What follows belongs to an exercise in optimizing a design on an open flow for small area, a short achievable clock period and few clock cycles per item; a production flow would make more cautious choices.
Function was checked by simulation only, so behaviour that the tests miss may differ from the original.

Design ammod, start of the top module:
module ammod (
    input  wire        clk,
    input  wire        rst,
    input  wire        cmd_valid,
    input  wire [31:0] cmd,
    input  wire [31:0] midx,
    input  wire [31:0] x,
    input  wire [2:0]  err_clr,
    output reg         cmd_ready,
    output reg  [31:0] yre,
    output wire [31:0] yim,
    output reg  [31:0] nidx,
    output reg         created,
    output reg  [1:0]  lasterr,
    output reg  [2:0]  errflags
);
Settings: LEC_CHECK=0, ABC_AREA=1, CAP_MARGIN=60, CORE_MARGIN=2, CORE_UTILIZATION=40, GPL_TIMING_DRIVEN=1, PLACE_DENSITY=0.6, SLEW_MARGIN=60; clock period 24.0 ns.
run.sh (not shown) runs the stock make flow with config.mk's settings and CLKGATE_MAP_FILE= SYNTH_SCRIPT=/design/flow/synth_recipe.tcl, a recipe that flattens the netlist after the stock synthesis.
Testbench counts at the start, summed over its fixed seeds: cycles 28,366, steps 3,072.
Then changed:
--- a/flow/design.v
+++ b/flow/design.v
@@ -236,18 +236,16 @@
             default: hmag = 32'h3F1E741A;
         endcase
     endfunction
     reg [1:0]  state;
     reg [3:0]  ph;           
     reg        c_nop, c_create, c_step, c_destroy;
     reg [1:0]  c_sb;
     reg        c_sc;
-    reg [31:0] p2r;
-    reg        p2pend;
     reg [23:0] m_sig;        
     reg signed [9:0] m_exp;  
     reg [1:0]  sb;
     reg        sc;
     reg [31:0] line [0:N-1];
     reg [N-1:0] vld;
     reg  [31:0] opb;         
     reg  [31:0] preg;        
@@ -281,32 +279,31 @@
         end
     endfunction
     reg  [3:0]  phn;
     reg  [31:0] hc;
     reg         an_sa;
     reg signed [9:0] an_ea;
     reg  [23:0] an_ma;
     always @* begin
-        phn = (state == S_EXEC) ? (sc ? 4'd3 : 4'd2) : ph + 4'd1;
+        phn = (state == S_EXEC) ? 4'd2 : ph + 4'd1;
         case (phn)
-            4'd2:  hc = hmag(3'd1);
-            4'd3:  hc = hmag(3'd0);
+            4'd2:  hc = sc ? hmag(3'd0) : hmag(3'd1);
+            4'd3:  hc = sc ? hmag(3'd1) : hmag(3'd0);
             4'd4:  hc = hmag(3'd2);
             4'd5:  hc = hmag(3'd3);
             4'd6:  hc = hmag(3'd4);
             4'd7:  hc = hmag(3'd4);
             4'd8:  hc = hmag(3'd3);
             4'd9:  hc = hmag(3'd2);
             4'd10: hc = hmag(3'd1);
-            4'd13: hc = hmag(3'd1);
             default: hc = hmag(3'd0);
         endcase
         if (state == S_EXEC || state == S_RUN) begin
-            an_sa = (phn <= 4'd6) || (phn == 4'd13);
+            an_sa = (phn <= 4'd6);
             an_ea = $signed({2'b00, hc[30:23]});
             an_ma = {1'b1, hc[22:0]};
         end else begin
             an_sa = 1'b0;
             an_ea = m_exp;
             an_ma = m_sig;
         end
     end
@@ -342,17 +339,17 @@
     wire m_ok = !opb[31] && (opb[30:0] != 31'd0) && (opb[30:0] <= 31'h3F800000);
     wire [7:0] op = cmd[7:0];
     wire hi0 = (cmd[31:11] == 21'd0);
     wire mid0 = (cmd[10:8] == 3'd0);
     reg  [31:0] tap;
     integer r;
     always @* begin
         tap = ({32{state == S_EXEC && vld[1]}} & line[1])
-            | ({32{run && ph == 4'd12 && vld[0]}} & line[0]);
+            | ({32{run && ph == 4'd2 && vld[1]}} & line[1]);
         for (r = 2; r < 10; r = r + 1)
             tap = tap | ({32{run && ph == r + 1 && vld[2*r-1]}} & line[2*r-1]);
     end
     wire go     = c_step && created;                   
     wire newa_s = (state == S_EXEC) && go && !dsb && sc;
     wire newa_c = run && !dsb && !sc && (ph == 4'd2);
     wire newa   = newa_s || newa_c;
     wire [31:0] aval = sc ? mo : ao;
@@ -387,27 +384,24 @@
             state     <= S_IDLE;
             cmd_ready <= 1'b1;
             created   <= 1'b0;
             yre       <= 32'd0;
             acc       <= 32'd0;
             nidx      <= 32'd0;
             lasterr   <= E_OK;
             errflags  <= 3'd0;
-            p2pend    <= 1'b0;
         end else begin
             if (newa) yre <= aval;
             if (push) begin
                 vld <= {vld[N-2:0], 1'b1};
                 yre <= line[8] & {32{vld[8]}};
             end
             case (state)
                 S_IDLE: begin
-                    if (p2pend) p2r <= mo;
-                    p2pend   <= 1'b0;
                     errflags <= errflags & ~err_clr;
                     c_nop     <= (op == 8'h00) && hi0 && mid0;
                     c_create  <= (op == 8'h01) && hi0;
                     c_step    <= (op == 8'h02) && hi0 && mid0;
                     c_destroy <= (op == 8'h03) && hi0 && mid0;
                     c_sb      <= cmd[9:8];
                     c_sc      <= cmd[10];
                     if (cmd_valid) begin
@@ -425,18 +419,16 @@
                         else if (!m_ok || c_sb == 2'd3) finish(E_PARAM);
                         else begin
                             created <= 1'b1;
                             sb      <= c_sb;
                             sc      <= c_sc;
                             m_sig   <= {opb[30:23] != 8'd0, opb[22:0]};
                             m_exp   <= (opb[30:23] == 8'd0) ? 10'sd1 : $signed({2'b00, opb[30:23]});
                             vld     <= {N{1'b0}};
-                            p2r     <= 32'h80000000;     
-                            p2pend  <= 1'b0;
                             yre     <= 32'd0;
                             acc     <= 32'd0;
                             nidx    <= 32'd0;
                             lasterr <= E_OK;
                             if (opb[30:23] == 8'd0) state <= S_NORM;
                             else begin
                                 state     <= S_IDLE;
                                 cmd_ready <= 1'b1;
@@ -446,18 +438,18 @@
                         finish(E_STATE);
                     end else if (c_step) begin
                         if (dsb && sc) begin
                             yre  <= mo;
                             acc  <= 32'd0;
                             nidx <= nidx + 32'd1;
                             finish(E_OK);
                         end else begin
-                            acc   <= sc ? p2r : ONE;
-                            ph    <= sc ? 4'd3 : 4'd2;
+                            if (!sc) acc <= ONE;
+                            ph    <= 4'd2;
                             state <= S_RUN;
                         end
                     end else begin
                         created <= 1'b0;
                         yre     <= 32'd0;
                         acc     <= 32'd0;
                         nidx    <= 32'd0;
                         finish(E_OK);
@@ -477,17 +469,16 @@
                         yre  <= ao;
                         acc  <= 32'd0;
                         nidx <= nidx + 32'd1;
                         finish(E_OK);
                     end else begin
                         if (ph == 4'd2) acc <= mo;           
                         if (fir_add) acc <= (ph == 4'd12 && sb == 2'd2) ? {~ao[31], ao[30:0]} : ao;
                         if (ph == 4'd12) begin
-                            p2pend <= 1'b1;
                             nidx <= nidx + 32'd1;
                             finish(E_OK);
                         end
                     end
                 end
             endcase
         end
     end
The new run passed the timing, DRC and antenna checks.
Wire length goes down by 4.6%.
Global-route usage goes down by 0.47 points.
Final area goes down by 2.4%.
Hold slack got worse by 0.025 ns.
Clock skew goes up by 0.022 ns.
Setup slack got worse by 0.42 ns.
Synthesized area goes down by 2.8%.
Non-clock buffer count goes down by 5.
Core utilization goes up by 0.12 points.
Via count goes down by 3.5%.
Testbench counts after the change, summed over its fixed seeds: cycles 29,390, steps 3,072.

static timing again, ports no longer ideal:
In the flow no input, the clock included, has a driving cell. The finished layouts below were timed again as built, in two steps. Step 1 (the two cells are an assumption about what drives the block):
set clk [get_ports {clk}]
set_driving_cell -lib_cell sky130_fd_sc_hd__clkbuf_16 $clk
set_driving_cell -lib_cell sky130_fd_sc_hd__buf_2 [delete_from_list [all_inputs] $clk]
Step 2 times the ports against the registers' clock, not the clock port: input delays grow and output delays shrink by t, the midpoint of the rising clock arrivals with the driver on. Slacks: no drivers / after step 1 / after step 2; pairs: no drivers / after step 1.
| run | t (ns) | setup WS [ns] | worst hold slack (ns) | clock arrival spread, ns | pins driven straight from the clock port |
|---|---|---|---|---|---|
| the first run | 0.732 | 11.602 / 11.602 / 11.602 | 0.415 / 0.415 / 0.415 | 0.024 / 0.024 | 1 |
| the second run | 0.738 | 11.184 / 11.184 / 11.184 | 0.391 / 0.391 / 0.391 | 0.046 / 0.046 | 1 |
After both steps every run listed still meets setup and hold.
